From an optimization exercise on the open Yosys and OpenROAD flow, aimed at small area, a short achievable clock period and few clock cycles; shortcuts taken in it are not production practice.
RTL that was checked went through simulation tests only; none was proved equivalent to the original.
No activity file was given, so power comes from the tool's default toggle rates.

## alpha
==> flow/design.v (excerpt) <==
module cfe_rx (
    input  wire       clk,
    input  wire       rst,
    input  wire       in_valid,
    input  wire [7:0] in_data,
    output wire       in_ready,
    output wire       out_valid,
    output wire [7:0] out_data,
    output wire       out_last,
    input  wire       clr_ovf,
    output reg        ovf,
    output wire       idle
);
    localparam [7:0] START = 8'h05;
    localparam [7:0] END   = 8'h04;
    localparam [1:0] S_EMPTY = 2'd0;   
    localparam [1:0] S_OPEN  = 2'd1;   
    localparam [1:0] S_END   = 2'd2;   
    localparam [1:0] E_SCAN  = 2'd0;   
    localparam [1:0] E_BODY  = 2'd1;   
    localparam [1:0] E_BCC   = 2'd2;   
    localparam integer FD = 15;        
    reg [7:0] r [0:127];
    reg [6:0] T;                       
    reg       oq;                      
    reg       lq;                      
    reg [6:0] dlt;                     
    reg [7:0] ib;                      
    reg       ib_proc;                 
    reg       ib_wr;                   
  ...
==> flow/config.mk <==
export PLATFORM = sky130hd
export DESIGN_NAME = cfe_rx
export DESIGN_NICKNAME = cfe_rx
export VERILOG_FILES = /design/flow/design.v
export SDC_FILE = /design/flow/constraint.sdc
export NUM_CORES = 4
export LEC_CHECK = 0
export CAP_MARGIN = 20
export CORE_MARGIN = 2
export CORE_UTILIZATION = 50
export CTS_CLUSTER_DIAMETER = 70
export CTS_CLUSTER_SIZE = 30
export SETUP_SLACK_MARGIN = 5
export SLEW_MARGIN = 20
==> flow/constraint.sdc <==
create_clock -name core_clock -period 9.0 [get_ports {clk}]
set_input_delay 1.8000 -clock core_clock [delete_from_list [all_inputs] [get_ports {clk}]]
set_output_delay 1.8000 -clock core_clock [all_outputs]
set_load 0.01 [all_outputs]
standard.sh (not shown) runs the stock make flow with config.mk's settings and CLKGATE_MAP_FILE= SYNTH_SCRIPT=/design/flow/synth_recipe.tcl, a recipe that flattens the netlist after the stock synthesis.
==> flow/flow/run.sh <==
#!/bin/bash
# The standard layout (standard.sh), with port buffers of buf_4 cells and
# timing repair aiming for 6 ns of setup slack instead of 5. All output
# goes to standard.log here; ORFS's own per-step logs are under orfs/logs.
set -e
bash standard.sh SETUP_SLACK_MARGIN=6 \
    "BUFFER_PORTS_ARGS=-buffer_cell sky130_fd_sc_hd__buf_4" finish \
    > standard.log 2>&1
diff inputs: alpha => beta
--- a/flow/design.v
+++ b/flow/design.v
@@ -16,13 +16,13 @@
     localparam [1:0] S_EMPTY = 2'd0;   
     localparam [1:0] S_OPEN  = 2'd1;   
     localparam [1:0] S_END   = 2'd2;   
     localparam [1:0] E_SCAN  = 2'd0;   
     localparam [1:0] E_BODY  = 2'd1;   
     localparam [1:0] E_BCC   = 2'd2;   
-    localparam integer FD = 15;        
+    localparam integer FD = 18;        
     reg [7:0] r [0:127];
     reg [6:0] T;                       
     reg       oq;                      
     reg       lq;                      
     reg [6:0] dlt;                     
     reg [7:0] ib;                      
@@ -187,30 +187,30 @@
     end
     wire [4:0] fs1  = fs + 5'd1;
     wire [4:0] fs2  = fs + 5'd2;
     wire [4:0] fs3  = fs + 5'd3;
     wire [4:0] fc_n = ({5{n0}} & fs) | ({5{n1}} & fs1) |
                       ({5{n2}} & fs2) | ({5{n3}} & fs3);
-    wire fle3 = fcnt <= FD - 3;
-    wire fle4 = fcnt <= FD - 4;
-    wire fle5 = fcnt <= FD - 5;
     wire fle6 = fcnt <= FD - 6;
-    wire       mp_end = ib_proc && st == S_END;
-    wire       mp_ovf = ib_proc && st == S_OPEN && ovfc;
-    wire       f_ok   = mp_end ? (v2 ? fle6 : v1 ? fle5 : fle4) :
-                        mp_ovf ? fle4 : fle3;
+    wire fle7 = fcnt <= FD - 7;
+    wire fle8 = fcnt <= FD - 8;
+    wire fle9 = fcnt <= FD - 9;
     wire       rep_go = ib_proc && rep;
     wire [7:0] R      = P + {7'd0, ib_proc};
     wire       r_eq   = R == nxt;
-    wire       ld_nom = !r_eq && lq && f_ok;
+    wire       ld_nom = !r_eq && lq && fle6;
     wire [7:0] nxt1   = nxt + 8'd1;
     wire [6:0] T3     = T + 7'd3;
     wire       al2    = dlt == 7'd2;
     wire       al3    = dlt == 7'd3;
     wire       n_lq   = rep_go ? T3 == rep_u[6:0] :
                         (ld_nom && !take) || T3 == R[6:0];
+    wire       mp_end = ib_proc && st == S_END;
+    wire       mp_ovf = ib_proc && st == S_OPEN && ovfc;
+    wire       f_ok   = mp_end ? (v2 ? fle9 : v1 ? fle8 : fle7) :
+                        mp_ovf ? fle7 : fle6;
     wire       ir_ok  = !might_rep && f_ok;
     wire       ir_t   = al2 && r_eq && ir_ok;
     wire       ir_nt  = al3 && (r_eq || (ld_nom && R + 8'd1 == nxt)) && ir_ok;
     wire       pr_t   = !rep_go && r_eq;
     wire       pr_nt  = ld_nom && !rep_go;
     always @(posedge clk) begin
Findings:
beta: PASS, flow complete, no timing, DRC or antenna violations
The total power consumption of the routed design of beta exceeds that of alpha by 0.14 mW.
Delta(share of final-layout standard cells stronger than drive strength 1, beta - alpha) > 0
In the tables for alpha and beta, instance count after placement with tap cells included reads lower with alpha.
Combinational share of power (lower): alpha
beta gives less worst path required time than alpha did.
[beta] average wire per cell in the routed design rose 0.67 um relative to alpha
alpha and beta ended up with nearly the same area of the die.
Compared to alpha, beta has global-route usage 0.82 points higher.
Per the comparison of beta with alpha, cell area after technology mapping level; met1 layer wirelength in the final routing now sits higher.
Testbench counts of beta, summed over its fixed seeds: cycles 49,783.
Function not checked in alpha: the RTL went through the layout flow alone.

Another version of the RTL of cfe_rx (not shown whole).
Size: about 2100 cells after synthesis, roughly 25 I/O pins.
## cfe_rx
module cfe_rx (
    input  wire       clk,
    input  wire       rst,
    input  wire       in_valid,
    input  wire [7:0] in_data,
    output wire       in_ready,
    output wire       out_valid,
    output wire [7:0] out_data,
    output wire       out_last,
    input  wire       clr_ovf,
    output reg        ovf,
    output wire       idle
);
make LEC_CHECK=0 CAP_MARGIN=20 CORE_MARGIN=2 CORE_UTILIZATION=40 SLEW_MARGIN=20 finish   # period 9.0 ns
run.sh (not shown) runs the stock make flow with config.mk's settings and CLKGATE_MAP_FILE= SYNTH_SCRIPT=/design/flow/synth_recipe.tcl, a recipe that flattens the netlist after the stock synthesis.
Stock flow here: none of the scripts above is used.
Testbench counts at the start, summed over its fixed seeds: cycles 49,142.
Then changed:
--- a/flow/design.v
+++ b/flow/design.v
@@ -15,15 +15,15 @@
     localparam [7:0] END   = 8'h04;
     localparam [1:0] S_EMPTY = 2'd0;   
     localparam [1:0] S_OPEN  = 2'd1;   
     localparam [1:0] S_END   = 2'd2;   
     localparam [1:0] E_SCAN  = 2'd0;   
     localparam [1:0] E_BODY  = 2'd1;   
     localparam [1:0] E_BCC   = 2'd2;   
-    localparam integer FD = 20;        
+    localparam integer FD = 24;        
     reg [7:0] r [0:127];
     reg [6:0] T;                       
     reg [7:0] ib;                      
     reg       ib_proc;                 
     reg       ib_wr;                   
     reg [7:0] ib2;                     
     reg       ib2_wr;
@@ -68,14 +68,17 @@
     reg       n_v1, n_v2, n_unt;
     reg       rep;                     
     reg [1:0] npush;                   
     reg       pwin;                    
     reg       set_ovf;
     reg       l_v1, l_v2, l_unt;
     reg [7:0] l_p1, l_p2, l_a1, l_a2, l_u;
+    wire ovfc = P[6:0] + 7'd1 == A[6:0];   
+    wire might_rep = ib_proc && unt &&
+                     (st == S_END || (st == S_OPEN && ovfc && !v1));
     always @* begin
         n_st = st; n_A = A; n_acc0 = acc0;
         n_v1 = v1; n_v2 = v2; n_p1 = p1; n_p2 = p2; n_a1 = a1; n_a2 = a2;
         n_unt = unt; n_u = u;
         n_P = P;
         rep = 1'b0; npush = 2'd0; pwin = 1'b0; set_ovf = 1'b0;
         l_v1 = v1; l_v2 = v2; l_unt = unt;
@@ -99,15 +102,15 @@
                 end
                 S_OPEN: begin
                     n_acc0 = acc0x;
                     n_v1 = l_v1; n_p1 = l_p1; n_a1 = l_a1;
                     n_v2 = l_v2; n_p2 = l_p2; n_a2 = l_a2;
                     n_unt = l_unt; n_u = l_u;
                     if (x_en) n_st = S_END;
-                    if (P[6:0] + 7'd1 == A[6:0]) begin
+                    if (ovfc) begin
                         set_ovf = 1'b1;
                         npush = 2'd1; pwin = 1'b0;
                         if (l_v1) begin
                             n_A = l_p1; n_acc0 = l_a1;
                             n_v1 = l_v2; n_p1 = l_p2; n_a1 = l_a2;
                             n_v2 = 1'b0;
                         end else if (l_unt) begin
@@ -167,32 +170,47 @@
                 end
                 default: begin
                     n_ov = 1'b1; n_ol = 1'b1; n_es = E_SCAN;
                 end
             endcase
         end
     end
+    wire [FD+1:0] fdec;                
+    genvar g;
+    generate
+        for (g = 0; g < FD + 2; g = g + 1) begin : g_dec
+            if (g == 0) assign fdec[g] = 1'b0;
+            else        assign fdec[g] = (fcnt == g - 1);
+        end
+    endgenerate
+    wire sh_m1 = pop  && npush == 2'd1;               
+    wire sh_0  = pop  ? npush == 2'd2 : npush == 2'd1;
+    wire sh_p1 = pop  ? npush == 2'd3 : npush == 2'd2;
+    wire sh_p2 = !pop && npush == 2'd3;
     wire [FD-1:0] fq_p  = pop ? {1'b0, fq[FD-1:1]} : fq;
-    wire [4:0]    fc_p  = fcnt - {4'd0, pop};
-    wire [4:0]    fc_n  = fc_p + {3'd0, npush};
-    wire [4:0]    widx  = fc_n - 5'd1;
     reg  [FD-1:0] fq_n;
     integer j;
     always @* begin
         for (j = 0; j < FD; j = j + 1)
-            fq_n[j] = fq_p[j] | (ib_proc && pwin && widx == j);
-    end
+            fq_n[j] = fq_p[j] | (ib_proc && pwin &&
+                      ((sh_m1 && fdec[j+2]) || (sh_0 && fdec[j+1]) ||
+                       (sh_p1 && fdec[j]) || (sh_p2 && j >= 1 && fdec[j-1])));
+    end
+    wire [4:0] fc_n = fcnt - {4'd0, pop} + {3'd0, npush};
     wire [7:0] n_nxt  = nxt + {7'd0, take};
     wire       rep_go = ib_proc && rep;
-    wire [7:0] n_R0   = rep_go ? rep_u : R;
-    wire       ld     = !rep_go && (R != nxt) && (T + 7'd2 == R[6:0]) &&
-                        (fc_n <= FD - 3);
-    wire [7:0] n_R    = take && !rep_go && R == nxt ? n_nxt :
-                        ld ? R + 8'd1 : n_R0;
-    wire [6:0] dlt    = nxt[6:0] - T;
+    wire       ld_nom = (R != nxt) && (T + 7'd2 == R[6:0]) &&
+                        (fcnt <= FD - 6) && !take;
+    wire       ld     = ld_nom && !rep_go;
+    wire [7:0] n_R    = rep_go ? rep_u :
+                        (take && R == nxt) ? n_nxt :
+                        ld ? R + 8'd1 : R;
+    wire       al2    = nxt[6:0] == T + 7'd2;
+    wire       al3    = nxt[6:0] == T + 7'd3;
+    wire       rdone  = (R == nxt) || (ld_nom && R + 8'd1 == nxt);
     always @(posedge clk) begin
         if (rst) begin
             T <= 7'd0;
             nxt <= 8'd2; P <= 8'd2; R <= 8'd2; O <= 8'd2; A <= 8'd2;
             st <= S_EMPTY; v1 <= 1'b0; v2 <= 1'b0; unt <= 1'b0;
             fq <= {FD{1'b0}}; fcnt <= 5'd0;
             es <= E_SCAN; ov <= 1'b0; ol <= 1'b0;
@@ -217,15 +235,13 @@
                 ib <= in_data; ib_wr <= 1'b1;
                 ib_proc <= !rep_go && (R == nxt);
             end else if (ld) begin
                 ib <= r[125]; ib_wr <= 1'b0; ib_proc <= 1'b1;
             end else begin
                 ib_wr <= 1'b0; ib_proc <= 1'b0;
             end
-            ir <= (take ? dlt == 7'd2 : dlt == 7'd3) &&
-                  (n_R == n_nxt) && (fc_n <= FD - 6);
-            idl <= !take && !ld && (n_R == n_nxt) && !n_ov &&
-                   ((em_go ? O + 8'd1 : O) ==
-                    ((n_st != S_EMPTY) ? n_A : n_P));
+            ir  <= (take ? al2 : al3) && rdone && !might_rep &&
+                   (fcnt <= FD - 9);
+            idl <= !take && !ib_proc && !ld_nom && (R == nxt) && (O == F);
         end
     end
 endmodule
Effect: The changed run produced a clean layout. Design area rises by 2.0%. Area after synthesis rises by 3.0%. Combinational power is higher by 21%. Clock-buffer cell count rises by 1. First-iteration DRC count went up by 20%. Wire length is higher by 4.2%. Cell count came out higher by 4.1%. Via count goes up by 5.6%. Synthesized cell count rose by 4.7%.
Testbench counts after the change, summed over its fixed seeds: cycles 49,271.

cfe_rx, a different RTL version from the one above (not shown whole).
Size: about 2100 cells after synthesis, ~1200 flip-flops, roughly 30000 sq um of cells after synthesis.
## cfe_rx
module cfe_rx (
    input  wire       clk,
    input  wire       rst,
    input  wire       in_valid,
    input  wire [7:0] in_data,
    output wire       in_ready,
    output wire       out_valid,
    output wire [7:0] out_data,
    output wire       out_last,
    input  wire       clr_ovf,
    output reg        ovf,
    output wire       idle
);
    localparam [7:0] START = 8'h05;
    localparam [7:0] END   = 8'h04;
    localparam [1:0] S_EMPTY = 2'd0;   
    localparam [1:0] S_OPEN  = 2'd1;   
    localparam [1:0] S_END   = 2'd2;   
    localparam [1:0] E_SCAN  = 2'd0;   
    localparam [1:0] E_BODY  = 2'd1;   
    localparam [1:0] E_BCC   = 2'd2;   
    localparam integer FD = 20;        
    reg [7:0] r [0:127];
    reg [6:0] T;                       
    reg       oq;                      
    reg       lq;                      
    reg [6:0] dlt;                     
    reg [7:0] ib;                      
    reg       ib_proc;                 
    reg       ib_wr;                   
    reg [7:0] ib2;                     
    reg       ib2_wr;
    reg [7:0] nxt;                     
    reg [7:0] P;                       
    reg [1:0] st;
    reg [7:0] A;                       
    reg [7:0] acc0;                    
    reg       v1, v2;                  
    reg [7:0] p1, p2;
    reg [7:0] a1, a2;
    reg       unt;                     
    reg [7:0] u;
    reg [FD-1:0] fq;                   
  ...
Settings: LEC_CHECK=0, CAP_MARGIN=20, CORE_MARGIN=2, CORE_UTILIZATION=40, CTS_CLUSTER_DIAMETER=70, CTS_CLUSTER_SIZE=30, SETUP_SLACK_MARGIN=5, SLEW_MARGIN=20; clock period 9.0 ns.
The first run ran to the end with no violations.
Testbench counts at the start, summed over its fixed seeds: cycles 49,271.
Edit:
--- a/flow/design.v
+++ b/flow/design.v
@@ -27,16 +27,17 @@
     reg [6:0] dlt;                     
     reg [7:0] ib;                      
     reg       ib_proc;                 
     reg       ib_wr;                   
     reg [7:0] ib2;                     
     reg       ib2_wr;
     reg [7:0] nxt;                     
     reg [7:0] P;                       
+    reg [7:0] R;                       
     reg [1:0] st;
     reg [7:0] A;                       
     reg [7:0] acc0;                    
     reg       v1, v2;                  
     reg [7:0] p1, p2;
     reg [7:0] a1, a2;
     reg       unt;                     
     reg [7:0] u;
@@ -195,20 +196,22 @@
             default: foh_n = {fs[FD-3:0], 3'b0};
         endcase
     end
     wire fle6 = |foh[FD-6:0];
     wire fle7 = |foh[FD-7:0];
     wire fle8 = |foh[FD-8:0];
     wire fle9 = |foh[FD-9:0];
     wire       rep_go = ib_proc && rep;
-    wire [7:0] R      = P + {7'd0, ib_proc};
     wire       r_eq   = R == nxt;
     wire       ld_nom = !r_eq && lq && fle6;
     wire [7:0] nxt1   = nxt + 8'd1;
+    wire [7:0] R_t    = r_eq ? nxt1 : R;
+    wire [7:0] R_nt   = ld_nom ? R + 8'd1 : R;
+    wire [7:0] n_R    = rep_go ? rep_u : (take ? R_t : R_nt);
     wire       al2    = dlt == 7'd2;
     wire       al3    = dlt == 7'd3;
     wire [6:0] T3     = T + 7'd3;
     wire       n_lq   = rep_go ? T3 == rep_u[6:0] :
                         (ld_nom && !take) || T3 == R[6:0];
     wire       mp_end = ib_proc && st == S_END;
     wire       mp_ovf = ib_proc && st == S_OPEN && ovfc;
     wire       f_ok   = mp_end ? (v2 ? fle9 : v1 ? fle8 : fle7) :
@@ -222,31 +225,32 @@
         ib2 <= ib;
         ib  <= take ? in_data : r[125];
         A <= n_A; acc0 <= n_acc0;
         p1 <= n_p1; p2 <= n_p2; a1 <= n_a1; a2 <= n_a2; u <= n_u;
     end
     always @(posedge clk) begin
         if (rst) begin
             T <= 7'd0; oq <= 1'b0; lq <= 1'b0; dlt <= 7'd2;
-            nxt <= 8'd2; P <= 8'd2; O <= 8'd2;
+            nxt <= 8'd2; P <= 8'd2; R <= 8'd2; O <= 8'd2;
             st <= S_EMPTY; v1 <= 1'b0; v2 <= 1'b0; unt <= 1'b0;
             fq <= {FD{1'b0}}; foh <= {{FD{1'b0}}, 1'b1};
             es <= E_SCAN; ov <= 1'b0; ol <= 1'b0;
             ir <= 1'b1; idl <= 1'b1;
             ib_proc <= 1'b0; ib_wr <= 1'b0; ib2_wr <= 1'b0;
             ovf <= 1'b0;
         end else begin
             T <= T + 7'd1;
             oq <= em_go || (T + 7'd2 == O[6:0]);
             lq <= n_lq;
             dlt <= take ? dlt : dlt - 7'd1;
             st <= n_st;
             v1 <= n_v1; v2 <= n_v2; unt <= n_unt;
             P <= n_P;
+            R <= n_R;
             fq <= fq_n; foh <= foh_n;
             es <= n_es; ov <= n_ov; ol <= n_ol;
             O <= em_go ? O + 8'd1 : O;
             if (clr_ovf) ovf <= 1'b0;
             if (ib_proc && set_ovf) ovf <= 1'b1;
             ib2_wr  <= ib_wr;
             ib_wr   <= take;
             ib_proc <= take ? pr_t : pr_nt;
Combinational power grows by about a fifth.
Power grows slightly.
Worst setup slack improved by 0.011 ns.
Sequential share of layout area shrinks by 0.33 points.
Via count grows by a few percent.
Wire length grows by a few percent.
Hold slack got worse by 0.036 ns.
Flip-flop and latch count grows by 8.
Clock-buffer cell count is unchanged.
Core utilization grows by 0.26 points.
Non-clock buffer count shrinks by 2.
Cell area grows slightly.
First-iteration DRC count grows slightly.
No functional check of the RTL was part of the second run of this note.

## re-timing with driven ports
No port has a modelled driver above. Below, the same layouts with a new extraction and two added sets of constraints. Step 1, drivers: a clkbuf_16 drives clk and a buf_2 each remaining input, both assumed. Step 2 times the ports against the registers' clock, not the clock port: input delays grow and output delays shrink by t, the midpoint of the rising clock arrivals with the driver on. a / b / c = ideal ports / drivers / drivers and shift; a / b = the first two.
run | shift t [ns] | setup slack, ns | hold WS [ns] | latest minus earliest clock arrival (ns) | worst slew at a driven data input, ns
alpha | 0.665 | 6.064 / 6.015 / 5.529 | 0.306 / 0.306 / 0.306 | 0.038 / 0.039 | 0.05
beta | 0.670 | 6.073 / 6.016 / 5.490 | 0.303 / 0.303 / 0.303 | 0.039 / 0.040 | 0.12
the first run of note 2 | 0.706 | 2.567 / 2.567 / 2.567 | 0.295 / 0.295 / 0.295 | 0.036 / 0.035 | 0.09
the second run of note 2 | 0.696 | 4.234 / 4.253 / 3.558 | 0.304 / 0.304 / 0.304 | 0.037 / 0.037 | 0.04
the first run of note 3 | 0.674 | 5.261 / 5.261 / 4.915 | 0.324 / 0.324 / 0.324 | 0.036 / 0.037 | 0.10
the second run of note 3 | 0.693 | 5.272 / 5.305 / 4.612 | 0.287 / 0.287 / 0.287 | 0.072 / 0.072 | 0.13
After both steps every run listed still meets setup and hold. The setup slack of the second run of note 2, which loses most, moves by +0.019 ns with the drivers and by -0.676 ns with both steps.
